From an optimization exercise on the open Yosys and OpenROAD flow, aimed at small area; shortcuts taken in it are not production practice.
Where RTL was checked, it was by simulation tests only, not by an equivalence proof against the original.
Function not checked in run 6: the RTL went through the layout flow alone.
Power is estimated from default activity; no workload was simulated. The flow treats the clock pin as an ideal source, which a real chip does not have.

### flow/flow/run.sh
#!/bin/bash
# The standard layout (standard.sh) with these changes:
#  - synthesis is the standard synthesis except that ABC maps the logic
#    for area with flow/area.abc (flow/synth_area.tcl); registers are mapped
#    exactly as in the standard synthesis,
#  - the netlist's buffers are removed at floorplan (REMOVE_ABC_BUFFERS),
#  - ports are buffered with sky130_fd_sc_hd__buf_1,
#  - clock tree synthesis builds larger sink clusters and adds no dummy loads.
# Every tool's output goes to standard.log (ORFS keeps per-step logs too).
set -uo pipefail
here=$(pwd)
export BUFFER_PORTS_ARGS="-buffer_cell sky130_fd_sc_hd__buf_1"
export REMOVE_ABC_BUFFERS=1
export CTS_ARGS="-sink_clustering_enable -repair_clock_nets -dont_use_dummy_load -buf_list sky130_fd_sc_hd__clkbuf_16 -sink_clustering_size 30 -sink_clustering_max_diameter 100"
export AREA_ABC_SCRIPT="$here/flow/area.abc"
sed "s#SYNTH_SCRIPT=[^ ]*#SYNTH_SCRIPT=$here/flow/synth_area.tcl#" standard.sh > area_standard.sh
if ! grep -q "SYNTH_SCRIPT=$here/flow/synth_area.tcl" area_standard.sh; then
  echo "could not point standard.sh at flow/synth_area.tcl" >&2
  exit 1
fi
bash area_standard.sh > standard.log 2>&1
### flow/flow/area.abc
strash
dch -f
amap
### flow/flow/synth_area.tcl
# The standard synthesis (synth_recipe.tcl), except that ABC maps for
# area with the script in area.abc instead of ORFS's abc_area.script.
proc synth {args} { yosys synth -nofsm -noshare {*}$args }
proc abc {args} {
  set i [lsearch -exact $args -script]
  if {$i >= 0} {
    set args [lreplace $args $i [expr {$i + 1}] -script $::env(AREA_ABC_SCRIPT)]
  }
  yosys abc {*}$args
}
source $::env(SCRIPTS_DIR)/synth.tcl
# left out here: clear keep_hierarchy, flatten, clean up, hide names made inside functions, write 1_2_yosys.v
### flow/standard.sh
#!/bin/bash
# synth_recipe.tcl (not shown) runs the flow's synth.tcl, then flattens the netlist and writes it again
# the make line also repeats each setting of config.mk as NAME=value (left out here)
make -C /OpenROAD-flow-scripts/flow DESIGN_CONFIG=/design/flow/config.mk WORK_HOME=/design/flow/orfs CLKGATE_MAP_FILE= SYNTH_SCRIPT=/design/flow/synth_recipe.tcl "${@:-finish}"
### flow/config.mk
export PLATFORM = sky130hd
export DESIGN_NAME = ca_core
export DESIGN_NICKNAME = ca_core
export VERILOG_FILES = /design/flow/design.v
export SDC_FILE = /design/flow/constraint.sdc
export NUM_CORES = 4
export LEC_CHECK = 0
export ABC_AREA = 1
export CAP_MARGIN = 20
export CORE_MARGIN = 2
export CORE_UTILIZATION = 55
export GPL_TIMING_DRIVEN = 0
export SLEW_MARGIN = 20
### flow/constraint.sdc
create_clock -name core_clock -period 10.0 [get_ports {clk}]
set_input_delay 2.0000 -clock core_clock [delete_from_list [all_inputs] [get_ports {clk}]]
set_output_delay 2.0000 -clock core_clock [all_outputs]
set_load 0.01 [all_outputs]
### flow/design.v
module ca_core (
    input  wire        clk,
    input  wire        rst,           
    output wire        imem_re,
    output wire [9:0]  imem_addr,
    input  wire [15:0] imem_rdata,
    output wire        dmem_re,
    output wire        dmem_we,
    output wire [15:0] dmem_addr,
    output wire [7:0]  dmem_wdata,
    input  wire [7:0]  dmem_rdata,
    output wire        halted,
    output wire        fault,
    output wire [15:0] fault_pc,
    output wire [15:0] fault_word,
    output wire        eff_valid,
    output wire [15:0] eff_pc,
    output wire        eff_reg_we,
    output wire [5:0]  eff_reg_idx,
    output wire [7:0]  eff_reg_val,
    output wire        eff_mem_we,
    output wire [10:0] eff_mem_addr,
    output wire [7:0]  eff_mem_val,
    output wire        eff_redirect,
    output wire [15:0] eff_target,
    output wire [4:0]  eff_sreg,
    output wire [4:0]  obs_sreg
);
    reg  [255:0] ring0;           
    reg  [255:0] ring1;           
    reg  [4:0]   cnt;             
    reg          clr;             
    reg  [9:0]   pc;
    reg          ovf;             
    reg          bvalid;          
    reg  [7:0]   breg;
    reg          sr_z, sr_n, sr_c, sr_v, sr_s;
    wire [15:0] w  = imem_rdata;
    wire [3:0]  op = w[15:12];
    wire [5:0]  rs = w[11:6];
    wire [5:0]  lo = w[5:0];
    wire op_add  = (op == 4'd0);
    wire op_sub  = (op == 4'd1);
    wire op_mul  = (op == 4'd2);
    wire op_movi = (op == 4'd3);
    wire op_beqz = (op == 4'd4);
    wire op_andi = (op == 4'd5);
    wire op_eor  = (op == 4'd6);
    wire op_br   = (op == 4'd7);
    wire op_sal  = (op == 4'd8);
    wire op_sar  = (op == 4'd9);
    wire op_ldr  = (op == 4'd10);
    wire op_str  = (op == 4'd11);
    wire rfmt    = op_add | op_sub | op_mul | op_eor | op_br;
    wire invalid = op[3] & op[2];
    wire endw    = (w == 16'h0000);
    wire [7:0] h0 = clr ? 8'h00 : ring0[7:0];
    wire [7:0] h1 = clr ? 8'h00 : ring1[7:0];
    wire [7:0] a     = rs[5] ? h1 : h0;
    wire [7:0] bhead = lo[5] ? h1 : h0;
    wire       rs_hit = (cnt == rs[4:0]);
    wire       rt_hit = (cnt == lo[4:0]);
    wire       shift  = op_sal | op_sar;
    wire       big    = lo[5] | lo[4] | lo[3];
    wire [7:0] onehot = big ? 8'h00 : (8'h01 << lo[2:0]);
    wire [7:0] bsrc   = rfmt ? bhead : shift ? onehot : {lo[5], lo[5], lo};
    wire       bready = !rfmt || rt_hit;
    wire [7:0] b      = breg;
    wire exec = !ovf && !invalid && !endw && rs_hit && bvalid;
    wire [7:0] bx   = op_sub ? ~b : b;
    wire [8:0] sum  = {1'b0, a} + {1'b0, bx} + {8'd0, op_sub};
    wire [7:0] arev  = {a[0], a[1], a[2], a[3], a[4], a[5], a[6], a[7]};
    wire [7:0] fill  = big ? 8'hff : (8'h01 << lo[2:0]) - 8'h01;
    wire [7:0] mx    = op_sar ? arev : a;
    wire [7:0] pp [0:7];
    genvar gj, gk;
    generate for (gj = 0; gj < 8; gj = gj + 1) begin : g_pp
        assign pp[gj] = b[gj] ? (mx << gj) : 8'd0;
    end endgenerate
    wire [7:0] rs_ [0:7];
    wire [7:0] rc_ [0:7];
    assign rs_[0] = pp[0];
    assign rc_[0] = 8'd0;
    generate for (gj = 1; gj < 8; gj = gj + 1) begin : g_row
        for (gk = 0; gk < 8; gk = gk + 1) begin : g_col
            wire x = rs_[gj-1][gk];
            wire y = pp[gj][gk];
            wire z = (gk == 0) ? 1'b0 : rc_[gj-1][gk-1];
            assign rs_[gj][gk] = x ^ y ^ z;
            assign rc_[gj][gk] = (x & y) | (z & (x ^ y));
        end
    end endgenerate
    wire [8:0] fc;
    wire [7:0] prod;
    assign fc[0] = 1'b0;
    generate for (gk = 0; gk < 8; gk = gk + 1) begin : g_fin
        wire x = rs_[7][gk];
        wire z = (gk == 0) ? 1'b0 : rc_[7][gk-1];
        assign prod[gk] = x ^ z ^ fc[gk];
        assign fc[gk+1] = (x & z) | (fc[gk] & (x ^ z));
    end endgenerate
    wire [7:0] prs   = prod | (fill & {8{a[7] & op_sar}});
    wire [7:0] srev  = {prs[0], prs[1], prs[2], prs[3], prs[4], prs[5], prs[6], prs[7]};
    reg [7:0] r;
    always @(*) begin
        case (op)
            4'd0, 4'd1: r = sum[7:0];
            4'd2, 4'd8: r = prod;
            4'd5:       r = a & b;
            4'd6:       r = a ^ b;
            4'd9:       r = srev;
            4'd10:      r = dmem_rdata;
            default:    r = b;
        endcase
    end
    wire wr_reg = op_add | op_sub | op_mul | op_movi | op_andi | op_eor |
                  op_sal | op_sar | op_ldr;
    wire wr_zn  = op_add | op_sub | op_mul | op_andi | op_eor | op_sal | op_sar;
    wire wr_cvs = op_add | op_sub;
    wire c_new = op_sub ? !sum[8] : sum[8];
    wire v_new = (a[7] == bx[7]) && (sum[7] != a[7]);
    wire new_z = wr_zn  ? (r == 8'h00)   : sr_z;
    wire new_n = wr_zn  ? r[7]           : sr_n;
    wire new_c = wr_cvs ? c_new          : sr_c;
    wire new_v = wr_cvs ? v_new          : sr_v;
    wire new_s = wr_cvs ? (r[7] ^ v_new) : sr_s;
    wire        taken_beqz = op_beqz && (a == 8'h00);
    wire [5:0]  offs = taken_beqz ? lo : 6'd0;
    wire        neg  = taken_beqz & lo[5];
    wire [16:0] ic;
    wire [15:0] inc;
    wire [15:0] ia = {6'd0, pc};
    wire [15:0] ib = {{10{neg}}, offs};
    assign ic[0] = 1'b1;
    genvar gi;
    generate for (gi = 0; gi < 16; gi = gi + 1) begin : g_inc
        assign inc[gi]    = ia[gi] ^ ib[gi] ^ ic[gi];
        assign ic[gi + 1] = (ia[gi] & ib[gi]) | (ic[gi] & (ia[gi] ^ ib[gi]));
    end endgenerate
    wire        redirect = taken_beqz | op_br;
    wire [15:0] target   = op_br ? {a, b} : inc;
    wire w0 = exec && wr_reg && !rs[5];
    wire w1 = exec && wr_reg &&  rs[5];
    always @(posedge clk) begin
        ring0 <= {(w0 ? r : h0), ring0[255:8]};
        ring1 <= {(w1 ? r : h1), ring1[255:8]};
        if (!bvalid)
            breg <= bsrc;
        if (rst) begin
            cnt    <= 5'd0;
            clr    <= 1'b1;
            pc     <= 10'd0;
            ovf    <= 1'b0;
            bvalid <= 1'b0;
            sr_z   <= 1'b0;
            sr_n   <= 1'b0;
            sr_c   <= 1'b0;
            sr_v   <= 1'b0;
            sr_s   <= 1'b0;
        end else begin
            cnt <= cnt + 5'd1;
            if (cnt == 5'd31)
                clr <= 1'b0;
            bvalid <= !exec && (bvalid || bready);
            if (exec) begin
                sr_z <= new_z;
                sr_n <= new_n;
                sr_c <= new_c;
                sr_v <= new_v;
                sr_s <= new_s;
                pc   <= target[9:0];
                ovf  <= |target[15:10];
            end
        end
    end
    assign imem_re   = 1'b1;
    assign imem_addr = pc;
    assign dmem_re    = 1'b1;
    assign dmem_we    = exec && op_str;
    assign dmem_addr  = {{10{lo[5]}}, lo};
    assign dmem_wdata = a;
    assign halted     = ovf || endw;
    assign fault      = !ovf && invalid;
    assign fault_pc   = {6'd0, pc};
    assign fault_word = w;
    assign eff_valid    = exec;
    assign eff_pc       = {6'd0, pc};
    assign eff_reg_we   = wr_reg;
    assign eff_reg_idx  = rs;
    assign eff_reg_val  = r;
    assign eff_mem_we   = op_str && !lo[5];
    assign eff_mem_addr = {{5{lo[5]}}, lo};
    assign eff_mem_val  = a;
    assign eff_redirect = redirect;
    assign eff_target   = target;
    assign eff_sreg     = {new_c, new_v, new_n, new_s, new_z};
    assign obs_sreg = {sr_c, sr_v, sr_n, sr_s, sr_z};
endmodule
==> results.json, run 1 <==
{
  "maxSlewHeadroom_pct": 27.7,
  "ys_seq_area_share_pct": 73.7,
  "synth-edff-count": 8,
  "min_to": "ring1[55]",
  "grt_pass1_wl_um": 40900,
  "netlist_area_sq_um": 14900,
  "cp-end-kind": "output pin",
  "cts.sinks": 543,
  "port_buffers": 161,
  "ir_drop_mv": 0.152,
  "clockBufferDepth": 3,
  "yosysWarnings": 1,
  "tightestPinTransition_ps": 1070,
  "r2r-start": "clr",
  "p_total_mw": 3.36,
  "fin_crit_sh_pct": 96.7,
  "fmax_mhz": 103,
  "report.final.slew_viol_count": 0,
  "yosysTopAreaCell": "dfxtp_1",
  "drt_drc_violations_left": 0,
  "grt-ovfl-total": 0,
  "use_met3_pct": 3.88,
  "worstSetupPathType": "primary input to output pin",
  "clk-insertion-delay-late_ps": 550,
  "routed_wl_um": 26700,
  "core_sq_um": 26700,
  "maxCapViolations": 0,
  "fp.dieW_um": 168,
  "clk_pin_slew_worst_paths_ps": 100,
  "most-common-layout-cells": "dfxtp_1, buf_1, nor2_1",
  "first_pass_iters": 7,
  "gr-usage-met2_pct": 28.4,
  "start_kind": "primary input",
  "fin_nets": 1330,
  "num_rows": 60,
  "antenna_found_initial": 1,
  "cts_tree": "built",
  "regToRegSetupSlack_ps": 3860,
  "vias": 7922,
  "track_usage_pct": 18.7,
  "setup_violations": 0,
  "post-dp-hpwl_um": 18900,
  "hold_viol_final": 0,
  "cts_made_buffers": 22,
  "async_reset_ff_share_pct": 0,
  "worst_clock_skew_ps": 69.6,
  "p_leak_nw": 6.11,
  "hold_class": "register to register",
  "period_needed_ps": 9670,
  "arrival_ps": 7670,
  "cts_max_level": 1,
  "syn_to_final_growth_pct": 7.32,
  "place_congestion": 0.916,
  "cp_max_fo": 15,
  "gr-max-usage-layer": "met2",
  "dieHeight_um": 168,
  "hold_depth": 0,
  "cts_root_buf": "clkbuf_16",
  "start_util_pct": 55.6,
  "fill_cells": 2179,
  "status": "complete, no violations",
  "hp-start": "ring1[63]",
  "r2r_end": "sr_s",
  "grt_max_degree": 31,
  "final_common_cell": "dfxtp_1",
  "via_per_inst": 4.97,
  "yosys.area.top_type_share_pct": 72.1,
  "synth.distinct_cells": 39,
  "syn_area_per_cell_sq_um": 12.9,
  "timing.hold.ws_ps": 302,
  "dieArea_sq_um": 28300,
  "power.density_nw_per_um2": 211,
  "synth_ff_type": "dfxtp_1",
  "drive_above_1_share_pct": 4.71,
  "drt-initial-drc-count": 532,
  "ioPinCount": 176,
  "syn_inst": 1152,
  "tns_ps": 0,
  "ys_ff_latch": 543,
  "synth_area_leaders": "dfxtp_1, buf_4, fa_1",
  "grt_pass1_vias": 7246,
  "worstRegToRegCells": 22,
  "required_ps": 8000,
  "grtUsageMet1_pct": 27.0,
  "wl_per_cell_um": 16.7,
  "postRouteAntennaNets": 0,
  "rsz0062_at_grt": "false"
}
==> area by class of cell <==
cell class | instances | area [sq um] | area share (%)
diodes | 2 | 5.00 | 0.0314
inverters | 80 | 313 | 1.96
clock buffers | 22 | 551 | 3.45
flip-flops and latches | 543 | 11000 | 68.7
multi-input cells | 440 | 3040 | 19.1
repair buffers | 167 | 657 | 4.12
well taps | 341 | 427 | 2.68
==> per-stage QoR <==
stage	instance area (sq um)	util [%]	setup slack [ps]	cells
after detailed placement	15200	56.9	-1820	1567
after CTS	15800	59.3	0.398	1591
after global routing	15900	59.6	34.6	1593
final	15900	59.6	334	1595
after global placement	15200	56.8	-1860	1565
after floorplan	14100	-	37.5	1063
==> state kept, by name (all words and copies together), names as in the netlist <==
name	count
ring1	256
ovf	1
sr_n	1
sr_s	1
sr_c	1
sr_v	1
ring0	256
bvalid	1
cnt	5
breg	8
pc	10
clr	1
sr_z	1
==> worst max-delay path by stage <==
stage	from	endpoint	slack (ps)	depth (start not counted)
global route	imem_rdata[15]	eff_sreg[0]	30	26
global placement	imem_rdata[15]	eff_sreg[0]	-1860	25
floorplan	imem_rdata[14]	eff_sreg[0]	40	24
detailed placement	imem_rdata[15]	eff_sreg[0]	-1820	25
CTS	imem_rdata[15]	eff_sreg[0]	0.4	25
finish	imem_rdata[14]	eff_sreg[0]	330	22
==> Yosys cell counts, types with 4 or more instances <==
| cell type | count |
|---|---|
| dfxtp_1 | 535 |
| buf_4 | 101 |
| nor2_1 | 98 |
| clkinv_1 | 80 |
| nand2_1 | 46 |
| a21oi_1 | 44 |
| o22ai_1 | 44 |
| o21ai_0 | 30 |
| fa_1 | 25 |
| ha_1 | 25 |
| nor3_1 | 16 |
| a22oi_1 | 13 |
| nor2b_1 | 12 |
| edfxtp_1 | 8 |
| nor4_1 | 8 |
| o2111ai_1 | 6 |
| o22a_1 | 6 |
| or2_0 | 6 |
| a32oi_1 | 4 |
| nand3_1 | 4 |
| o221a_1 | 4 |
| o32a_1 | 4 |
| xor2_1 | 4 |
==> critical path, cell delays in order <==
cell and delay, ps:
buf_1 140, inv_2 100, nand2_2 110, nor2_4 140
clkinv_2 140, nor2_4 190, inv_4 120, o22ai_1 190
nor2_1 80, ha_1 290, clkinv_1 80, fa_1 520
fa_1 540, fa_1 540, fa_1 520, fa_1 600
o32a_1 160, o2111ai_1 340, nor4_2 390, a32oi_1 170
clkinv_1 130, buf_1 160
==> what timing repair did <==
item | CTS | global route
hold buffers | 0 | 0
endpoints found under the hold margin | 0 | 0
gates resized for setup | 20 | 16
pin swaps | 2 | 3
setup endpoints to repair | 18 | 5
setup buffers | 2 | 2
==> where the power goes <==
group	total (mW)	leakage [nW]	switching (mW)	internal, mW
clock	0.968	0.271	0.572	0.396
sequential	2.19	4.39	0.00854	2.18
combinational	0.199	1.45	0.136	0.0626
==> metal layers <==
metal  share of wire [%]  routed length, um  vias up
li1                    -                  -     3891
met1                  47              12400     3754
met2                  44              11600      228
met3                 6.8               1820       49
met4                 3.0                810        0
met5                   0                  0        -
==> cells by family (layout without fill, tap and decap cells) <==
kind of cell,Yosys count,in the layout,synth area share (%)
simple gates,198,198,5.76
flops,543,543,73.7
xor+xnor,4,4,0.236
compound gates,174,174,7.62
fa+ha+maj,50,50,5.48
other cells,2,16,0.0506
buf+inv,181,269,7.13
==> inputs of run 2 (changes only) <==
==> flow/flow/area.abc (replaced) <==
strash
dch -f
map -a
==> run 2 against run 1 <==
Compared with the run above:
- clock-buffer cell count unchanged
- global-route usage rose by 1.6 points
- power shrank 1.2%
- clock power about the same
- die area grew 1.2%
- critical path type unchanged
- non-clock buffer count up 11
- highest routed layer unchanged
- sequential cell count unchanged
- first-iteration DRC count shrank 5.5%
- clock skew fell by 17 ps
- register-to-register slack got worse by 470 ps
==> results.json, run 2 <==
{
  "status": "complete, no violations",
  "synthAdderAreaFrac_pct": 5.41,
  "most-common-layout-cells": "dfxtp_1, buf_1, nand2_1",
  "wl_met1_um": 13300,
  "fill_cells": 2210,
  "track_usage_pct": 20.3,
  "via_per_inst": 4.90,
  "setup_violations": 0,
  "tns_ps": 0,
  "fin_crit_sh_pct": 97.4,
  "period_needed_ps": 9740,
  "cp-endpoint": "eff_sreg[0]",
  "hold_class": "register to register",
  "cp-end-kind": "output pin",
  "regToRegSetupSlack_ps": 3390,
  "grt_pass1_wl_um": 44300,
  "r2r_end": "ovf",
  "cts_root_buf": "clkbuf_16",
  "fp.dieW_um": 169,
  "fin_nets": 1415,
  "ir_drop_mv": 0.120,
  "syn_inst": 1225,
  "tightestPinTransition_ps": 1030,
  "cts_made_buffers": 22,
  "clk-insertion-delay-late_ps": 540,
  "required_ps": 8000,
  "synth_simple_gate_area_share_pct": 6.70,
  "top_regs": "ring0 x256, ring1 x256, pc x10",
  "synth-xor-area-share_pct": 1.46,
  "worst_slack_ps": 257,
  "clk_pin_slew_worst_paths_ps": 100,
  "yosysTopAreaCell": "dfxtp_1",
  "cts_tree": "built",
  "routed_wl_um": 29000,
  "start_kind": "primary input",
  "worst_clock_skew_ps": 52.5,
  "grt_max_degree": 35,
  "hold_depth": 0,
  "syn_area_per_cell_sq_um": 12.3,
  "cp_max_fo": 6,
  "ys_ff_latch": 543,
  "yosysMostFrequentCell": "dfxtp_1",
  "maxSlewHeadroom_pct": 31.4,
  "multi_input_area_sq_um": 3170,
  "synth_ff_type": "dfxtp_1",
  "yosysWarnings": 1,
  "start_util_pct": 56.0,
  "final_common_cell": "dfxtp_1",
  "num_rows": 60,
  "cts.sinks": 543,
  "power.density_nw_per_um2": 204,
  "syn_to_final_growth_pct": 7.86,
  "core_sq_um": 26900,
  "maxCapViolations": 0,
  "p_leak_nw": 6.32,
  "top_layer_used": "met4",
  "worstSetupPathType": "primary input to output pin",
  "grt_pass1_vias": 7727,
  "netlist_area_sq_um": 15000,
  "wl_per_cell_um": 17.3,
  "synth_common_cells": "dfxtp_1, nand2_1, buf_4",
  "postCtsHoldBufs": 0,
  "dieHeight_um": 169,
  "port_buffers": 161,
  "synth_top_family_by_area": "buffers and inverters",
  "clockBufferDepth": 3,
  "grt-ovfl-total": 0,
  "dieArea_sq_um": 28700,
  "synthMuxAreaShare_pct": 0,
  "r2r-start": "clr",
  "postRouteAntennaNets": 0,
  "first_pass_iters": 5,
  "drt-initial-drc-count": 503,
  "yosys.area.top_type_share_pct": 71.2,
  "async_reset_ff_share_pct": 0,
  "vias": 8223,
  "ys_seq_area_share_pct": 72.8,
  "place_worst_setup_slack_ps": -1530,
  "crit_path_start": "imem_rdata[15]",
  "wl_met2_um": 13100,
  "regArea_sq_um": 11000,
  "synth.distinct_cells": 35,
  "worstRegToRegCells": 25,
  "post-dp-hpwl_um": 20500,
  "synth-compound-area-share_pct": 6.11,
  "report.final.slew_viol_count": 0,
  "drt_drc_violations_left": 0,
  "cts_max_level": 1,
  "antenna_cells": 0,
  "synth_area_leaders": "dfxtp_1, buf_4, fa_1",
  "ioPinCount": 176,
  "drive_above_1_share_pct": 6.21,
  "hold_viol_final": 0,
  "arrival_ps": 7740,
  "antenna_found_initial": 0,
  "p_total_mw": 3.32,
  "place_congestion": 0.903,
  "synth-edff-count": 8,
  "fmax_mhz": 103,
  "dr_wl_met3_um": 1590
}
[run 2: cells by family after synthesis]
kind of cell,count (synthesis)
fa+ha+maj,50
compound gates,158
xor+xnor,25
buf+inv,198
other cells,2
flops,543
simple gates,249
[run 2: worst min-delay path by stage]
stage          startpoint          to  slack (ps)
6_report       ring1[211]  ring1[203]         310
5_1_grt        ring1[197]  ring1[189]         320
4_1_cts        ring1[211]  ring1[203]         310
3_5_place_dp    ring0[82]   ring0[74]         310
3_3_place_gp   ring1[105]   ring1[97]         310
2_1_floorplan    ring0[8]    ring0[0]         310
[run 2: where the power goes]
group	internal, mW	switching [mW]	leakage (nW)
clock	0.397	0.572	0.271
combinational	0.0432	0.110	1.66
sequential	2.18	0.0156	4.39
[run 2: area by class of cell]
| class | instances | share of cell area [%] |
|---|---|---|
| sequential | 543 | 67.5 |
| multi-input combinational | 497 | 19.6 |
| timing repair buffer | 178 | 4.58 |
| clock buffer | 22 | 3.39 |
| tap | 341 | 2.63 |
| inverter | 97 | 2.31 |
[run 2: routing by layer]
metal | vias to the layer above | GRT usage, %
met1 | 3877 | 27.2
met5 | - | 0
met2 | 260 | 33.4
met3 | 58 | 3.45
met4 | 0 | 7.02
li1 | 4028 | -
[run 2: worst max-delay path, stage by stage]
cell      delay (ps)
buf_2            140
inv_2             60
nor2_4           100
clkinv_2          80
nor2_4           150
clkinv_4         120
nor2_4           240
nor2_1            90
a21oi_2          150
nor2_1            60
ha_1             280
clkinv_1          80
fa_1             510
fa_1             520
fa_1             560
fa_1             440
fa_2             580
clkinv_1         110
a21oi_1          150
nand4_1          100
o21ai_1          230
clkinv_2         180
nor4_4           340
nand3_1          130
o21a_1           150
clkinv_1          50
buf_1            140
[run 2: repair_timing]
item / in CTS / in global routing
setup endpoints to repair: 8 / 4
setup buffers: 5 / 9
endpoints found under the hold margin: 0 / 0
pin swaps: 3 / 5
gates cloned: 1 / 0
resized for setup: 32 / 16
[run 2: per-stage QoR]
stage                     hold WS (ps)  area, sq um  instances  utilization, %
after global routing               324        16200       1678            60.4
after global placement             310        15400       1638            57.1
after CTS                          307        16100       1669            59.9
final                              313        16200       1678            60.4
after detailed placement           312        15400       1641            57.3
after floorplan                    310        14300       1136               -
==> inputs of run 3 (changes only) <==
==> flow/flow/area.abc (replaced) <==
strash
&get -n
&fraig -x
&put
dch -f
amap
==> run 3 against run 2 <==
Compared with the run above:
- sequential power is essentially flat
- fmax is 0.73% higher
- critical endpoint is now eff_target[9]
- design area shrank 1.7%
- power rose by 1.2%
==> results.json, run 3 <==
{
  "cts_max_level": 1,
  "cts.sinks": 543,
  "rsz0062_at_grt": "false",
  "intPower_mw": 2.63,
  "status": "complete, no violations",
  "track_usage_pct": 18.6,
  "syn_inst": 1157,
  "worstSetupPathType": "primary input to output pin",
  "synthAdderAreaFrac_pct": 5.47,
  "vias": 7935,
  "async_reset_ff_share_pct": 0,
  "regArea_sq_um": 11000,
  "grt_pass1_wl_um": 40800,
  "yosysTopAreaCell": "dfxtp_1",
  "hold_depth": 0,
  "drt_drc_violations_left": 0,
  "first_pass_iters": 5,
  "final_common_cell": "dfxtp_1",
  "cts_made_buffers": 22,
  "cpPeakStageDelay_ps": 580,
  "swShare_pct": 21.5,
  "maxSlewHeadroom_pct": 19.1,
  "syn_area_per_cell_sq_um": 12.8,
  "antenna_found_initial": 0,
  "cp_max_fo": 13,
  "ys_seq_area_share_pct": 73.7,
  "dieHeight_um": 168,
  "start_kind": "primary input",
  "ys_ff_latch": 543,
  "num_rows": 60,
  "worst_clock_skew_ps": 39.8,
  "crit_path_top_delay_cell": "or4_1",
  "combPwrFrac_pct": 5.6,
  "grt-ovfl-total": 0,
  "drt-initial-drc-count": 483,
  "cpMostUsedCell": "fa_1",
  "synth-compound-area-share_pct": 7.80,
  "p_seq_share_pct": 65.3,
  "antenna_cells": 0,
  "ir_drop_mv": 0.181,
  "fin_crit_sh_pct": 96.7,
  "cpLargestDelayFamily": "adder cells",
  "yosys.area.top_type_share_pct": 72.1,
  "regToRegSetupSlack_ps": 3170,
  "fin_nets": 1336,
  "fp.dieW_um": 168,
  "synth_area_leaders": "dfxtp_1, buf_4, fa_1",
  "required_ps": 8000,
  "arrival_ps": 7670,
  "ioPinCount": 176,
  "port_buffers": 161,
  "clockBufferDepth": 3,
  "place_congestion": 0.902,
  "hp-start": "ring1[252]",
  "worstRegToRegCells": 24,
  "period_needed_ps": 9670,
  "maxCapViolations": 0,
  "synthMuxAreaShare_pct": 0,
  "netlist_area_sq_um": 14900,
  "drive_above_1_share_pct": 4.61,
  "synth_top_family_by_area": "compound AO/OA/AOI/OAI gates",
  "via_per_inst": 4.96,
  "synth-edff-count": 8,
  "start_util_pct": 55.6,
  "core_sq_um": 26700,
  "cp-end-kind": "output pin",
  "hold_class": "register to register",
  "grt_max_degree": 31,
  "synth_simple_gate_area_share_pct": 5.78,
  "synth.distinct_cells": 42,
  "power_switching_uw": 722,
  "synth-xor-area-share_pct": 0,
  "r2r-start": "clr",
  "fin_util_pct": 59.6,
  "wl_per_cell_um": 16.7,
  "routed_wl_um": 26700,
  "synth_ff_type": "dfxtp_1",
  "cts_root_buf": "clkbuf_16",
  "clk_pin_slew_worst_paths_ps": 100,
  "power.density_nw_per_um2": 211,
  "postRouteAntennaNets": 0,
  "place_worst_setup_slack_ps": -2130,
  "report.final.slew_viol_count": 0,
  "worst_slack_ps": 328,
  "multi_input_area_sq_um": 3020,
  "fmax_mhz": 103,
  "p_leak_nw": 6.15,
  "dieArea_sq_um": 28300,
  "min_to": "ring1[244]",
  "synth_common_cells": "dfxtp_1, nor2_1, buf_4",
  "fill_cells": 2237,
  "most-common-layout-cells": "dfxtp_1, buf_1, nor2_1",
  "setup_violations": 0,
  "yosysMostFrequentCell": "dfxtp_1",
  "top_regs": "ring0 x256, ring1 x256, pc x10",
  "crit_chain": "clkbuf_4, inv_4, o22ai_4, clkinv_2, or4_1, nor4_2, nand2_1, ha_1, fa_1, fa_1, fa_1, fa_1, clkinv_1, fa_1, fa_1, fa_1, fa_1, fa_1, o22ai_1, clkinv_1, buf_1",
  "tightestPinTransition_ps": 1200,
  "hold_viol_final": 0,
  "power_frac_clock_pct": 29.2,
  "grt_pass1_vias": 7503,
  "cts_tree": "built",
  "critPathBufInv": 6,
  "syn_to_final_growth_pct": 7.28,
  "post-dp-hpwl_um": 18800,
  "r2r_end": "ovf",
  "clk-insertion-delay-late_ps": 540,
  "yosysWarnings": 1
}
## run 3: changes by cell type in the layout (fill, tap and decap cells not counted), moves of 6 or more
cell	change
o22ai_2	+7
nand3_1	-9
nor2b_1	+10
a211oi_1	-6
xor2_1	-19
buf_4	-11
a222oi_1	+6
nand2_1	-62
nor2_1	+9
o21ai_0	-27
o22ai_1	+33
clkinv_1	-16
## run 3: final cells by class
| class | instances | share of cell area (%) |
|---|---|---|
| flip-flops and latches | 543 | 68.7 |
| multi-input cells | 442 | 19.0 |
| repair buffers | 168 | 4.17 |
| clock buffers | 22 | 3.45 |
| well taps | 341 | 2.68 |
| inverters | 83 | 2.04 |
## run 3: timing repair
action,CTS,global route
pin swaps,2,4
endpoints found under the setup margin,21,10
hold buffers,0,0
gates resized for setup,22,11
buffers inserted,2,2
## run 3: worst max-delay path by stage
stage	startpoint	endpoint	slack, ps	depth (start not counted)
6_report	imem_rdata[11]	eff_target[9]	330	21
4_1_cts	imem_rdata[15]	eff_sreg[0]	-10	24
2_1_floorplan	imem_rdata[14]	eff_sreg[0]	-560	23
3_5_place_dp	imem_rdata[15]	eff_sreg[0]	-2130	24
3_3_place_gp	imem_rdata[15]	eff_sreg[0]	-3150	24
5_1_grt	imem_rdata[14]	eff_sreg[0]	7	41
## run 3: metrics by stage
| step | TNS, ps | instance area (sq um) | hold WS [ps] | power [mW] | std cells |
|---|---|---|---|---|---|
| 2_1_floorplan | -1000 | 14100 | 310 | 2.34 | 1068 |
| 3_3_place_gp | -27760 | 15200 | 310 | 2.42 | 1570 |
| 3_5_place_dp | -21050 | 15200 | 312 | 2.42 | 1573 |
| 4_1_cts | -14.7 | 15900 | 285 | 3.39 | 1597 |
| 5_1_grt | 0 | 15900 | 281 | 3.48 | 1599 |
| 6_report | 0 | 15900 | 300 | 3.36 | 1599 |
## run 3: kinds of logic after synthesis
family,count (synthesis)
compound gates,177
flops,543
other cells,2
simple gates,201
buf+inv,184
fa+ha+maj,50
## run 3: metal layers
| metal | share of wire [%] | wire [um] | global-route usage (%) | vias up |
|---|---|---|---|---|
| met4 | 3.3 | 886 | 6.22 | 0 |
| met2 | 45 | 12000 | 30.3 | 200 |
| met1 | 48 | 12700 | 25.7 | 3767 |
| met3 | 4.2 | 1130 | 2.68 | 58 |
| li1 | - | - | - | 3910 |
| met5 | 0 | 0 | 0 | - |
## run 3: worst register-to-register path, cell delays in order, from the launching register on
cell	delay [ps]
dfxtp_1	420
clkinv_1	340
nand2_1	300
o22ai_2	240
or4_1	640
nor4_2	430
nand2_1	120
ha_1	230
fa_1	370
fa_1	390
fa_1	400
fa_1	380
clkinv_1	70
fa_1	190
fa_1	190
fa_1	190
fa_1	190
fa_1	190
clkinv_1	70
ha_1	170
nand2_1	110
o21ai_0	160
nor4_1	280
nor3b_1	470
o21ai_0	130
## run 3: power by group through the flow
stage               clock network (mW)  logic (mW)  registers, mW
floorplan                            0      0.0998           2.24
global placement                     0       0.176           2.24
detailed placement                   0       0.179           2.24
CTS                               1.01       0.184           2.19
global route                      1.09       0.204           2.19
finish                           0.980       0.186           2.19
==> inputs of run 4 (changes only) <==
==> flow/flow/area.abc (replaced) <==
strash
dch -f
amap
--- a/flow/config.mk
+++ b/flow/config.mk
@@ -8,6 +8,6 @@
 export ABC_AREA = 1
 export CAP_MARGIN = 20
 export CORE_MARGIN = 2
-export CORE_UTILIZATION = 55
+export CORE_UTILIZATION = 70
 export GPL_TIMING_DRIVEN = 0
 export SLEW_MARGIN = 20
==> run 4 against run 3 <==
Compared with the run above:
- critical path type unchanged
- still clean
- clock power rose by 0.9%
- power up 0.78%
- critical path depth fell by 3
- non-clock buffer count is 1 lower
- fmax decreased by 0.51%
- synthesized cell count down 0.43%
- register-to-register slack gained 520 ps
- global-route usage is 10 points higher
- first-iteration DRC count up 7.5%
==> results.json, run 4 <==
{
  "status": "complete, no violations",
  "most-common-layout-cells": "dfxtp_1, buf_1, nor2_1",
  "hp-start": "ring0[81]",
  "arrival_ps": 7720,
  "place_congestion": 0.965,
  "port_buffers": 161,
  "report.final.slew_viol_count": 0,
  "synth-edff-count": 8,
  "dieHeight_um": 150,
  "ir_drop_mv": 0.198,
  "cts_tree": "built",
  "fin_nets": 1330,
  "synth_ff_type": "dfxtp_1",
  "drt-initial-drc-count": 519,
  "async_reset_ff_share_pct": 0,
  "fin_crit_sh_pct": 97.2,
  "num_rows": 53,
  "synthAdderAreaFrac_pct": 5.48,
  "yosys.area.top_type_share_pct": 72.1,
  "yosysWarnings": 1,
  "antenna_found_initial": 2,
  "clk_pin_slew_worst_paths_ps": 100,
  "r2r_end": "sr_z",
  "grt_pass1_wl_um": 48100,
  "routed_wl_um": 31600,
  "via_per_inst": 5.48,
  "layout.cells.non_filler": 1528,
  "top_regs": "ring0 x256, ring1 x256, pc x10",
  "worst_clock_skew_ps": 56.3,
  "synth_area_leaders": "dfxtp_1, buf_4, fa_1",
  "synth_simple_gate_area_share_pct": 5.76,
  "fill_cells": 1251,
  "tightestPinTransition_ps": 1140,
  "yosysTopAreaCell": "dfxtp_1",
  "cts.sinks": 543,
  "wl_per_cell_um": 20.7,
  "synthMuxAreaShare_pct": 0,
  "cts_max_level": 1,
  "vias": 8367,
  "cts_root_buf": "clkbuf_16",
  "netlist_area_sq_um": 14900,
  "synth_common_cells": "dfxtp_1, buf_4, nor2_1",
  "syn_inst": 1152,
  "regArea_sq_um": 11000,
  "ys_ff_latch": 543,
  "worstRegToRegCells": 17,
  "maxSlewHeadroom_pct": 23.4,
  "syn_to_final_growth_pct": 6.79,
  "hold_viol_final": 0,
  "drt_drc_violations_left": 0,
  "min_to": "ring0[73]",
  "stdcell_area_sq_um": 15900,
  "place_area_sq_um": 15100,
  "setup_violations": 0,
  "syn_area_per_cell_sq_um": 12.9,
  "dieArea_sq_um": 22400,
  "synth.distinct_cells": 39,
  "hold_class": "register to register",
  "track_usage_pct": 28.6,
  "period_needed_ps": 9720,
  "fp.dieW_um": 150,
  "clockBufferDepth": 3,
  "maxCapViolations": 0,
  "synth-compound-area-share_pct": 7.62,
  "ioPinCount": 176,
  "first_pass_iters": 8,
  "yosysMostFrequentCell": "dfxtp_1",
  "required_ps": 8000,
  "postRouteAntennaNets": 0,
  "core_sq_um": 21000,
  "hold_depth": 0,
  "grt-ovfl-total": 0,
  "synth-xor-area-share_pct": 0.236,
  "start_util_pct": 70.9,
  "post-dp-hpwl_um": 20600,
  "cts_made_buffers": 22,
  "power.density_nw_per_um2": 213,
  "synth_top_family_by_area": "compound AO/OA/AOI/OAI gates",
  "final_common_cell": "dfxtp_1",
  "dp.cells": 1501,
  "fmax_mhz": 103,
  "grt_pass1_vias": 8273,
  "r2r-start": "clr",
  "p_leak_nw": 6.10,
  "regToRegSetupSlack_ps": 3690,
  "grt_max_degree": 31,
  "clk-insertion-delay-late_ps": 550,
  "start_kind": "primary input",
  "worstSetupPathType": "primary input to output pin",
  "drive_above_1_share_pct": 4.55,
  "multi_input_area_sq_um": 3040,
  "cp_max_fo": 13,
  "p_total_mw": 3.38,
  "cp-end-kind": "output pin",
  "ys_seq_area_share_pct": 73.7
}
## run 4: changes by cell type after synthesis, sizes merged, moves of 2 or more
cell / before / now
a222oi: 6 / 3
a21oi: 41 / 44
nor3: 11 / 16
clkinv: 83 / 80
a22oi: 7 / 13
xor2: 0 / 4
a31oi: 2 / 0
nand3: 2 / 4
o2111ai: 1 / 6
o22ai: 46 / 44
and2: 3 / 1
nor2: 108 / 98
o21a: 7 / 3
nor2b: 10 / 12
## run 4: report_power, final
| part | total, mW | internal, mW | switching [mW] |
|---|---|---|---|
| Sequential | 2.19 | 2.18 | 0.00907 |
| Combinational | 0.204 | 0.0635 | 0.141 |
| Clock | 0.989 | 0.398 | 0.592 |
## run 4: cell type report
| cell class | count | share of cell area [%] |
|---|---|---|
| well taps | 275 | 2.17 |
| flip-flops and latches | 543 | 69.0 |
| diodes | 1 | 0.0158 |
| repair buffers | 167 | 4.18 |
| multi-input cells | 440 | 19.1 |
| inverters | 80 | 1.97 |
| clock buffers | 22 | 3.47 |
## run 4: stage by stage
step           utilization [%]  setup TNS [ps]  hold slack [ps]  setup slack [ps]
2_1_floorplan                -               0              310              37.5
3_3_place_gp              72.0          -11280              311             -1840
3_5_place_dp              72.2          -12850              312             -1920
4_1_cts                   75.3               0              306              32.0
5_1_grt                   75.7           -5.63              308             -5.63
6_report                  75.7               0              308               278
## run 4: worst max-delay path by stage
| stage | cells after the start | end | start | slack (ps) |
|---|---|---|---|---|
| 4_1_cts | 25 | eff_sreg[0] | imem_rdata[15] | 30 |
| 5_1_grt | 38 | eff_sreg[0] | imem_rdata[14] | -6 |
| 2_1_floorplan | 24 | eff_sreg[0] | imem_rdata[14] | 40 |
| 6_report | 18 | eff_sreg[0] | imem_rdata[11] | 280 |
| 3_3_place_gp | 25 | eff_sreg[0] | imem_rdata[15] | -1840 |
| 3_5_place_dp | 25 | eff_sreg[0] | imem_rdata[15] | -1920 |
## run 4: logic make-up after synthesis
family,count (synthesis)
buffers and inverters,181
adder cells (fa/ha/maj),50
flip-flops,543
AO/OA/AOI/OAI,174
AND/OR/NAND/NOR,198
XOR/XNOR,4
other,2
## run 4: routing by layer
metal  vias up  global-route usage [%]  part of all wire [%]
met5         -                       0                 0.041
met3        83                    4.85                   7.3
li1       3875                       -                     -
met1      4038                    36.6                    39
met2       369                    49.3                    50
met4         2                    10.4                   3.5
## run 4: critical path: stages
cell       delay [ps]
clkbuf_4          270
inv_4             140
o22ai_2           550
o22ai_1           260
nor2_1            170
ha_1              170
clkinv_1           70
fa_1              480
fa_1              540
fa_1              530
fa_1              530
fa_1              600
o32a_1            160
o2111ai_1         340
nor4_2            390
a32oi_1           180
clkinv_1          150
buf_1             170
## run 4: repair_timing
action	in CTS	in global routing
hold buffers	0	0
resized for setup	21	15
cloned	0	0
buffers inserted	2	2
pin swaps	2	5
endpoints found under the setup margin	18	5
==> inputs of run 5 (changes only) <==
==> flow/flow/run.sh (replaced) <==
#!/bin/bash
# The standard layout (standard.sh) with these changes:
#  - synthesis is the standard synthesis except that ABC maps the logic
#    for area with flow/area.abc (flow/synth_area.tcl); registers are mapped
#    exactly as in the standard synthesis; full adders are not extracted
#    (ADDER_MAP_FILE empty), so ABC maps the adders too,
#  - the netlist's buffers are removed at floorplan (REMOVE_ABC_BUFFERS),
#  - ports are buffered with sky130_fd_sc_hd__buf_1,
#  - clock tree synthesis builds larger sink clusters and adds no dummy loads.
# Every tool's output goes to standard.log (ORFS keeps per-step logs too).
set -uo pipefail
here=$(pwd)
export BUFFER_PORTS_ARGS="-buffer_cell sky130_fd_sc_hd__buf_1"
export REMOVE_ABC_BUFFERS=1
export CTS_ARGS="-sink_clustering_enable -repair_clock_nets -dont_use_dummy_load -buf_list sky130_fd_sc_hd__clkbuf_16 -sink_clustering_size 30 -sink_clustering_max_diameter 100"
export AREA_ABC_SCRIPT="$here/flow/area.abc"
sed "s#SYNTH_SCRIPT=[^ ]*#SYNTH_SCRIPT=$here/flow/synth_area.tcl ADDER_MAP_FILE=#" standard.sh > area_standard.sh
if ! grep -q "SYNTH_SCRIPT=$here/flow/synth_area.tcl" area_standard.sh; then
  echo "could not point standard.sh at flow/synth_area.tcl" >&2
  exit 1
fi
bash area_standard.sh > standard.log 2>&1
--- a/flow/config.mk
+++ b/flow/config.mk
@@ -8,6 +8,6 @@
 export ABC_AREA = 1
 export CAP_MARGIN = 20
 export CORE_MARGIN = 2
-export CORE_UTILIZATION = 70
+export CORE_UTILIZATION = 55
 export GPL_TIMING_DRIVEN = 0
 export SLEW_MARGIN = 20
==> run 5 against run 4 <==
Compared with the run above:
- clock-buffer cell count is 1 higher
- non-clock buffer count is 27 higher
- setup slack better by 10 ps
- largest cell class unchanged
==> results.json, run 5 <==
{
  "status": "complete, no violations",
  "hold_class": "register to register",
  "cp_max_fo": 5,
  "cp-end-kind": "output pin",
  "ys_ff_latch": 543,
  "port_buffers": 161,
  "multi_input_area_sq_um": 3180,
  "cpPeakStageDelay_ps": 390,
  "yosysTopAreaCell": "dfxtp_1",
  "drt-initial-drc-count": 551,
  "setup_violations": 0,
  "grt-ovfl-total": 0,
  "netlist_area_sq_um": 14700,
  "yosysWarnings": 1,
  "cts_made_buffers": 23,
  "fp.dieW_um": 168,
  "fin_util_pct": 62.4,
  "period_needed_ps": 9710,
  "regArea_sq_um": 11000,
  "place_worst_setup_slack_ps": -2670,
  "num_rows": 59,
  "postCtsHoldBufs": 0,
  "maxSlewHeadroom_pct": 34.7,
  "cts_root_buf": "clkbuf_16",
  "tns_ps": 0,
  "ioPinCount": 176,
  "first_pass_iters": 5,
  "crit_path_top_delay_cell": "nor4_4",
  "syn_area_per_cell_sq_um": 11.9,
  "syn_to_final_growth_pct": 10.9,
  "syn_inst": 1236,
  "tightestPinTransition_ps": 972,
  "cts.sinks": 543,
  "fill_cells": 2092,
  "regToRegSetupSlack_ps": 3640,
  "crit_path_start": "imem_rdata[14]",
  "async_reset_ff_share_pct": 0,
  "yosys.area.top_type_share_pct": 72.6,
  "yosysMostFrequentCell": "dfxtp_1",
  "via_per_inst": 5.16,
  "arrival_ps": 7710,
  "place_area_sq_um": 15100,
  "worst_clock_skew_ps": 59.1,
  "place_congestion": 0.957,
  "fin_crit_sh_pct": 97.1,
  "vias": 8771,
  "r2r-start": "clr",
  "r2r_end": "sr_z",
  "dieArea_sq_um": 28100,
  "ir_drop_mv": 0.175,
  "grt_max_degree": 31,
  "postRouteAntennaNets": 0,
  "start_kind": "primary input",
  "synth.distinct_cells": 43,
  "synth_area_leaders": "dfxtp_1, buf_4, o22ai_1",
  "worstRegToRegCells": 39,
  "cp-endpoint": "eff_sreg[0]",
  "wl_per_cell_um": 16.6,
  "grt_pass1_wl_um": 41800,
  "drive_above_1_share_pct": 9.52,
  "cts_max_level": 1,
  "synth_common_cells": "dfxtp_1, nor2_1, buf_4",
  "fmax_mhz": 103,
  "dieHeight_um": 168,
  "required_ps": 8000,
  "final_common_cell": "dfxtp_1",
  "top_regs": "ring0 x256, ring1 x256, pc x10",
  "maxCapViolations": 0,
  "stdcell_area_sq_um": 16400,
  "cts_tree": "built",
  "routed_wl_um": 28100,
  "grt_pass1_vias": 7587,
  "p_total_mw": 3.36,
  "fin_nets": 1393,
  "synth_ff_type": "dfxtp_1",
  "track_usage_pct": 19.0,
  "worstSetupPathType": "primary input to output pin",
  "worst_slack_ps": 288,
  "hold_viol_final": 0,
  "synth-edff-count": 8,
  "power.density_nw_per_um2": 206,
  "report.final.slew_viol_count": 0,
  "antenna_found_initial": 0,
  "start_util_pct": 56.3,
  "clockBufferDepth": 3,
  "ys_seq_area_share_pct": 74.2,
  "clk-insertion-delay-late_ps": 530,
  "drt_drc_violations_left": 0,
  "post-dp-hpwl_um": 19600,
  "clk_pin_slew_worst_paths_ps": 100,
  "most-common-layout-cells": "dfxtp_1, buf_1, nor2_1",
  "antenna_cells": 0,
  "p_leak_nw": 6.12,
  "core_sq_um": 26200
}
## run 5: area by class of cell
class                   instances  area share (%)
inverters                      84            2.09
well taps                     335            2.56
repair buffers                194            5.42
flip-flops and latches        543            66.9
repair inverters                1          0.0306
multi-input cells             520            19.4
clock buffers                  23            3.52
## run 5: repair_timing
action                     4_1_cts  5_1_grt
cloned                           0        1
setup buffers                    8       23
gates resized for setup         41       80
pin swaps                        9       29
setup endpoints to repair       12        3
## run 5: cells by family after synthesis
logic type / Yosys count / share of synthesized area (%)
compound gates: 260 / 11.4
buf+inv: 185 / 7.28
flops: 543 / 74.2
other cells: 2 / 0.0509
simple gates: 246 / 7.02
## run 5: worst min path at each step
stage / start / endpoint / slack, ps / cells after the start
CTS: ring1[248] / ring1[240] / 260 / 0
global route: ring1[248] / ring1[240] / 240 / 0
global placement: ring0[97] / ring0[89] / 310 / 0
detailed placement: ring1[75] / ring1[67] / 310 / 0
floorplan: ring0[8] / ring0[0] / 310 / 0
finish: ring1[248] / ring1[240] / 260 / 0
## run 5: through the flow
step                hold WS, ps  instances
CTS                         256       1676
detailed placement          312       1645
finish                      262       1700
global placement            310       1643
floorplan                   310       1147
global route                244       1700
## run 5: where the power goes
part	switching (mW)	internal [mW]
logic	0.124	0.0596
registers	0.00914	2.18
clock network	0.579	0.414
total	0.712	2.65
## run 5: critical path, delay by kind of cell
| kind | cells | cell delay [ps] |
|---|---|---|
| compound gates | 15 | 2020 |
| simple gates | 20 | 2760 |
| buf+inv | 9 | 900 |
## run 5: per-layer routing
layer / vias up / global-route usage [%] / part of all wire (%)
li1: 4331 / - / -
met1: 4074 / 28.4 / 48
met2: 313 / 28.7 / 43
met3: 53 / 2.48 / 5.9
met4: 0 / 6.05 / 3.3
met5: - / 0 / 0
==> inputs of run 6 (changes only) <==
--- a/flow/design.v
+++ b/flow/design.v
@@ -56,8 +56,9 @@
     wire endw    = (w == 16'h0000);
     wire [7:0] h0 = clr ? 8'h00 : ring0[7:0];
     wire [7:0] h1 = clr ? 8'h00 : ring1[7:0];
-    wire [7:0] a     = rs[5] ? h1 : h0;
-    wire [7:0] bhead = lo[5] ? h1 : h0;
+    wire [7:0] head  = (bvalid ? rs[5] : lo[5]) ? h1 : h0;
+    wire [7:0] a     = head;
+    wire [7:0] bhead = head;
     wire       rs_hit = (cnt == rs[4:0]);
     wire       rt_hit = (cnt == lo[4:0]);
     wire       shift  = op_sal | op_sar;
==> run 6 against run 5 <==
Compared with the run above:
- still clean
- clock power decreased by 2%
- setup slack improved by 110 ps
- die area increased by 0.12%
- worst hold slack improved by 43 ps
- final cell count decreased by 0.29%
- non-clock buffer count decreased by 4
- design area decreased by 0.36%
- critical path depth decreased by 4
- routed wire length decreased by 3.2%
- sequential cell count unchanged
- critical path type unchanged
==> results.json, run 6 <==
{
  "synth-edff-count": 8,
  "p_leak_nw": 6.13,
  "cts_max_level": 1,
  "required_ps": 8000,
  "fmax_mhz": 104,
  "ir_drop_mv": 0.141,
  "start_kind": "primary input",
  "regArea_sq_um": 11000,
  "most-common-layout-cells": "dfxtp_1, buf_1, nor2_1",
  "track_usage_pct": 19.0,
  "regToRegSetupSlack_ps": 3640,
  "antenna_found_initial": 0,
  "fill_cells": 2113,
  "async_reset_ff_share_pct": 0,
  "netlist_area_sq_um": 14800,
  "synth_ff_type": "dfxtp_1",
  "ioPinCount": 176,
  "hold_class": "register to register",
  "ys_seq_area_share_pct": 74.2,
  "routed_wl_um": 27200,
  "synth_common_cells": "dfxtp_1, nor2_1, buf_4",
  "cp_max_fo": 23,
  "synth_area_leaders": "dfxtp_1, buf_4, nor2_1",
  "post-dp-hpwl_um": 18200,
  "power.density_nw_per_um2": 216,
  "yosysMostFrequentCell": "dfxtp_1",
  "place_congestion": 0.917,
  "start_util_pct": 56.3,
  "cts.sinks": 543,
  "postRouteAntennaNets": 0,
  "min_to": "ring0[167]",
  "r2r-start": "bvalid",
  "yosysWarnings": 1,
  "top_regs": "ring0 x256, ring1 x256, pc x10",
  "maxCapViolations": 0,
  "core_sq_um": 26200,
  "worst_clock_skew_ps": 48.1,
  "tightestPinTransition_ps": 1050,
  "cp-end-kind": "output pin",
  "clk-insertion-delay-late_ps": 550,
  "place_area_sq_um": 15100,
  "stdcell_area_sq_um": 16300,
  "worstRegToRegCells": 39,
  "vias": 8563,
  "port_buffers": 161,
  "grt_pass1_wl_um": 42100,
  "cpPeakStageDelay_ps": 320,
  "setup_violations": 0,
  "fp.dieW_um": 168,
  "via_per_inst": 5.05,
  "hold_depth": 0,
  "antenna_cells": 0,
  "syn_to_final_growth_pct": 10.4,
  "num_rows": 59,
  "drt_drc_violations_left": 0,
  "synth.distinct_cells": 39,
  "clk_pin_slew_worst_paths_ps": 100,
  "hold_viol_final": 0,
  "ys_ff_latch": 543,
  "yosys.area.top_type_share_pct": 72.5,
  "drt-initial-drc-count": 545,
  "dieHeight_um": 168,
  "grt_max_degree": 31,
  "drive_above_1_share_pct": 8.31,
  "maxSlewHeadroom_pct": 29.9,
  "period_needed_ps": 9610,
  "hp-start": "ring0[175]",
  "place_worst_setup_slack_ps": -2850,
  "report.final.slew_viol_count": 0,
  "clockBufferDepth": 3,
  "multi_input_area_sq_um": 3150,
  "yosysTopAreaCell": "dfxtp_1",
  "dieArea_sq_um": 28200,
  "fin_nets": 1388,
  "syn_inst": 1237,
  "status": "complete, no violations",
  "first_pass_iters": 5,
  "arrival_ps": 7610,
  "cts_root_buf": "clkbuf_16",
  "wl_per_cell_um": 16.1,
  "r2r_end": "sr_z",
  "cts_tree": "built",
  "grt-ovfl-total": 0,
  "final_common_cell": "dfxtp_1",
  "fin_util_pct": 62.2,
  "grt_pass1_vias": 7801,
  "worstSetupPathType": "primary input to output pin",
  "crit_path_top_delay_cell": "nor4_4",
  "cts_made_buffers": 22,
  "cpMostUsedCell": "o21a_1",
  "syn_area_per_cell_sq_um": 11.9,
  "worst_slack_ps": 394,
  "fin_crit_sh_pct": 96.1
}
-- run 6: cell families after synthesis --
kind of cell	after synthesis	share of synthesized area, %
DFF	543	74.2
buffers and inverters	183	7.22
and+or+nand+nor	257	7.59
AOI/OAI and AO/OA	252	11.0
other	2	0.0509
-- run 6: worst max-delay path: cells and delay by family --
| kind | cells | cell delay, ps |
|---|---|---|
| buf+inv | 7 | 820 |
| simple gates | 16 | 1970 |
| compound gates | 17 | 2790 |
-- run 6: final cells by class --
class / instances / area share, %
clock buffer: 22 / 3.38
multi-input combinational: 523 / 19.3
tap: 335 / 2.57
inverter: 82 / 2.13
sequential: 543 / 67.2
timing repair buffer: 190 / 5.41
-- run 6: repair_timing --
action                                  4_1_cts  5_1_grt
endpoints found under the setup margin       23        3
hold endpoints to repair                      0        0
gates cloned                                  0        1
setup buffers                                15       13
gates resized for setup                      54       53
pin swaps                                    11       11
hold buffers                                  0        0
-- run 6: report_power, final --
part | switching, mW | internal (mW) | total [mW]
Sequential | 0.0100 | 2.18 | 2.19
Clock | 0.581 | 0.396 | 0.978
Combinational | 0.228 | 0.122 | 0.350
-- run 6: how the worst max path moves through the flow --
stage                               from          end  slack (ps)  depth (start not counted)
after detailed placement   imem_rdata[5]  eff_sreg[0]       -2850                         40
after global placement     imem_rdata[5]  eff_sreg[0]       -3000                         37
final                      imem_rdata[5]  eff_sreg[0]         390                         40
after floorplan           imem_rdata[14]  eff_sreg[0]         -80                         35
after CTS                  imem_rdata[5]  eff_sreg[0]          10                         41
after global routing       imem_rdata[5]  eff_sreg[0]         -70                         38
-- run 6: layer usage --
metal	up-vias	routed length, um	GRT usage [%]	part of all wire (%)
li1	4286	-	-	-
met3	32	1330	2.89	4.9
met1	4043	14000	28.9	51
met4	0	486	4.80	1.8
met2	202	11500	28.4	42
met5	-	0	0	0
-- run 6: per-stage QoR --
step / total power, mW / TNS (ps) / hold WS, ps / cells
after CTS: 3.52 / 0 / 291 / 1681
final: 3.52 / 0 / 305 / 1695
after floorplan: 2.42 / -115 / 310 / 1148
after global placement: 2.52 / -25330 / 310 / 1644
after global routing: 3.66 / -68.2 / 288 / 1695
after detailed placement: 2.52 / -26010 / 312 / 1644
==> inputs of run 7 (changes only) <==
--- a/flow/design.v
+++ b/flow/design.v
@@ -56,9 +56,8 @@
     wire endw    = (w == 16'h0000);
     wire [7:0] h0 = clr ? 8'h00 : ring0[7:0];
     wire [7:0] h1 = clr ? 8'h00 : ring1[7:0];
-    wire [7:0] head  = (bvalid ? rs[5] : lo[5]) ? h1 : h0;
-    wire [7:0] a     = head;
-    wire [7:0] bhead = head;
+    wire [7:0] a     = rs[5] ? h1 : h0;
+    wire [7:0] bhead = lo[5] ? h1 : h0;
     wire       rs_hit = (cnt == rs[4:0]);
     wire       rt_hit = (cnt == lo[4:0]);
     wire       shift  = op_sal | op_sar;
==> flow/flow/run.sh (replaced) <==
#!/bin/bash
# The standard layout (standard.sh) with these changes:
#  - synthesis is the standard synthesis except that ABC maps the logic
#    for area with flow/area.abc (flow/synth_area.tcl); registers are mapped
#    exactly as in the standard synthesis,
#  - the netlist's buffers are removed at floorplan (REMOVE_ABC_BUFFERS),
#  - ports are buffered with sky130_fd_sc_hd__buf_1,
#  - clock tree synthesis builds larger sink clusters and adds no dummy loads.
# Every tool's output goes to standard.log (ORFS keeps per-step logs too).
set -uo pipefail
here=$(pwd)
export BUFFER_PORTS_ARGS="-buffer_cell sky130_fd_sc_hd__buf_1"
export REMOVE_ABC_BUFFERS=1
export SKIP_REPAIR_TIE_FANOUT=1
export CTS_ARGS="-sink_clustering_enable -repair_clock_nets -dont_use_dummy_load -buf_list sky130_fd_sc_hd__clkbuf_16 -sink_clustering_size 37 -sink_clustering_max_diameter 100"
export AREA_ABC_SCRIPT="$here/flow/area.abc"
sed "s#SYNTH_SCRIPT=[^ ]*#SYNTH_SCRIPT=$here/flow/synth_area.tcl#" standard.sh > area_standard.sh
if ! grep -q "SYNTH_SCRIPT=$here/flow/synth_area.tcl" area_standard.sh; then
  echo "could not point standard.sh at flow/synth_area.tcl" >&2
  exit 1
fi
bash area_standard.sh > standard.log 2>&1
==> run 7 against run 6 <==
Compared with the run above:
- synthesized cell count down 6.9%
- non-clock buffer count decreased by 23
- clock-buffer cell count is 3 lower
- sequential share of layout area up 2.1 points
- final cell count fell by 6.8%
- clock skew is 12 ps higher
- sequential cell count unchanged
- design area is 3.0% lower
- die area rose by 0.56%
- core utilization fell by 3.0 points
- via count fell by 8.3%
- critical path type unchanged
- largest cell class unchanged
- largest power group unchanged
==> results.json, run 7 <==
{
  "dieArea_sq_um": 28300,
  "core_sq_um": 26700,
  "worst_clock_skew_ps": 60.0,
  "cts_tree": "built",
  "port_buffers": 161,
  "worstSetupPathType": "primary input to output pin",
  "start_util_pct": 55.6,
  "arrival_ps": 7660,
  "combPwrFrac_pct": 5.9,
  "post-dp-hpwl_um": 18600,
  "worst_slack_ps": 342,
  "tightestPinTransition_ps": 945,
  "synth.distinct_cells": 39,
  "p_leak_nw": 6.04,
  "grt_pass1_vias": 7186,
  "track_usage_pct": 18.3,
  "swShare_pct": 21.4,
  "power_frac_clock_pct": 27.6,
  "fp.dieW_um": 168,
  "top_regs": "ring0 x256, ring1 x256, pc x10",
  "maxSlewHeadroom_pct": 36.3,
  "first_pass_iters": 7,
  "most-common-layout-cells": "dfxtp_1, buf_1, nor2_1",
  "yosys.area.top_type_share_pct": 72.1,
  "cts_root_buf": "clkbuf_16",
  "period_needed_ps": 9660,
  "fmax_mhz": 104,
  "ioPinCount": 176,
  "yosysMostFrequentCell": "dfxtp_1",
  "synth_area_leaders": "dfxtp_1, buf_4, fa_1",
  "grt-ovfl-total": 0,
  "num_rows": 60,
  "power_switching_uw": 705,
  "syn_inst": 1152,
  "yosysWarnings": 1,
  "wl_per_cell_um": 16.6,
  "place_congestion": 0.921,
  "required_ps": 8000,
  "dieHeight_um": 168,
  "vias": 7851,
  "syn_to_final_growth_pct": 6.44,
  "drt-initial-drc-count": 574,
  "rsz0062_at_grt": "false",
  "ys_ff_latch": 543,
  "synth-edff-count": 8,
  "cp-end-kind": "output pin",
  "syn_area_per_cell_sq_um": 12.9,
  "fin_util_pct": 59.1,
  "power.density_nw_per_um2": 208,
  "cts_max_level": 1,
  "hold_viol_final": 0,
  "async_reset_ff_share_pct": 0,
  "report.final.slew_viol_count": 0,
  "synth_ff_type": "dfxtp_1",
  "fin_nets": 1315,
  "place_worst_setup_slack_ps": -1750,
  "via_per_inst": 4.97,
  "hold_class": "register to register",
  "drt_drc_violations_left": 0,
  "status": "complete, no violations",
  "synth_common_cells": "dfxtp_1, buf_4, nor2_1",
  "intPower_mw": 2.59,
  "timing.hold.ws_ps": 278,
  "maxCapViolations": 0,
  "drive_above_1_share_pct": 4.69,
  "start_kind": "primary input",
  "ir_drop_mv": 0.167,
  "setup_violations": 0,
  "yosysTopAreaCell": "dfxtp_1",
  "cts_made_buffers": 19,
  "grt_max_degree": 38,
  "postRouteAntennaNets": 0,
  "grt_pass1_wl_um": 40400,
  "postCtsHoldBufs": 0,
  "ys_seq_area_share_pct": 73.7,
  "fin_crit_sh_pct": 96.6,
  "cp_max_fo": 15,
  "p_seq_share_pct": 66.5,
  "netlist_area_sq_um": 14900,
  "antenna_found_initial": 1,
  "clk-insertion-delay-late_ps": 540,
  "final_common_cell": "dfxtp_1",
  "routed_wl_um": 26300,
  "cts.sinks": 543,
  "clk_pin_slew_worst_paths_ps": 120,
  "clockBufferDepth": 3
}
## run 7: changes by cell type in the layout (fill, tap and decap cells not counted), moves of 7 or more
cell	delta
o22ai_4	-10
o21a_1	-27
o22ai_2	+7
conb_1	-12
fa_1	+25
nor2_1	-13
nor2b_1	-7
ha_1	+25
nand2_1	-19
o21ai_0	-24
nor3_1	-7
buf_4	-19
## run 7: final cells by class
type                    count  area [sq um]
inverters                  80           314
diodes                      2          5.00
multi-input cells         428          2980
repair buffers            167           656
well taps                 341           427
fillers                  2237         10900
flip-flops and latches    543         11000
clock buffers              19           475
## run 7: cell families after synthesis
group | count (synthesis) | synth area share (%)
AO/OA/AOI/OAI | 174 | 7.62
buffers and inverters | 181 | 7.13
XOR/XNOR | 4 | 0.236
adder cells (fa/ha/maj) | 50 | 5.48
AND/OR/NAND/NOR | 198 | 5.76
flip-flops | 543 | 73.7
other | 2 | 0.0506
## run 7: power groups by stage
stage	registers (mW)	clock network, mW	logic, mW
after global routing	2.19	1.01	0.216
after floorplan	2.24	0	0.107
after global placement	2.24	0	0.185
after CTS	2.19	0.943	0.191
final	2.19	0.909	0.195
after detailed placement	2.24	0	0.186
## run 7: path summary, 6_finish.rpt
path	startpoint	endpoint	slack (ps)	depth (start not counted)
worst min-delay path	ring0[181]	ring0[173]	280	0
worst max register to register	clr	ovf	3750	25
worst min register to register	ring0[181]	ring0[173]	280	0
worst max-delay path	imem_rdata[14]	eff_sreg[0]	340	23
## run 7: stage by stage
stage	setup TNS, ps	std cells	area, sq um	power [mW]
2_1_floorplan	0	1051	14100	2.34
3_3_place_gp	-11320	1553	15100	2.42
3_5_place_dp	-11110	1555	15200	2.42
4_1_cts	0	1576	15700	3.32
5_1_grt	0	1578	15800	3.42
6_report	0	1580	15800	3.29
## run 7: critical path, stage by stage
cell,delay (ps)
buf_1,140
inv_2,100
nand2_2,110
nor2_4,140
clkinv_2,140
nor2_4,180
inv_4,120
o22ai_1,190
nor2_1,70
ha_1,280
clkinv_1,80
fa_1,520
fa_1,540
fa_1,540
fa_1,520
fa_1,590
o21ai_0,120
nand2_1,100
o2111ai_1,350
nor4_2,380
a32oi_1,170
clkinv_1,140
buf_1,160
## run 7: routing by layer
| metal | global-route usage, % | vias up | wire length, um |
|---|---|---|---|
| met1 | 27.2 | 3726 | 12800 |
| met4 | 5.32 | 0 | 632 |
| met2 | 27.5 | 211 | 11200 |
| met5 | 0 | - | 0 |
| met3 | 3.60 | 48 | 1700 |
| li1 | - | 3866 | - |
## run 7: what timing repair did
item,4_1_cts,5_1_grt
pin swaps,2,1
setup endpoints to repair,19,3
resized for setup,24,12
setup buffers,2,2

port drivers added, routing unchanged:
The results above use ideal ports. As a check the final layouts listed here were re-extracted and re-timed, cells and wires unchanged.
Step 1 assumes that a clkbuf_16 drives the clock port and a buf_2 every other input.
Step 2 moves the port delays by t, midway between the first and last clock arrival at a register: inputs arrive t later, outputs are due t later. That takes back most of the time a late clock gives input paths.
Three values: no drivers, after step 1, after step 2; two values: the first two.
| run | t (ns) | setup WS [ns] | worst data-port slew with drivers (ns) |
|---|---|---|---|
| run 1 | 0.563 | 0.334 / 0.311 / 0.311 | 0.06 |
| run 2 | 0.556 | 0.257 / 0.201 / 0.201 | 0.06 |
| run 3 | 0.567 | 0.328 / 0.302 / 0.302 | 0.04 |
| run 4 | 0.568 | 0.278 / 0.245 / 0.245 | 0.08 |
| run 5 | 0.553 | 0.288 / 0.250 / 0.250 | 0.06 |
| run 6 | 0.577 | 0.394 / 0.345 / 0.345 | 0.05 |
| run 7 | 0.552 | 0.342 / 0.318 / 0.318 | 0.06 |
After both steps setup and hold are still met in every run listed. The setup slack of run 2, which loses most, moves by -0.056 ns with the drivers and by -0.056 ns with both steps.
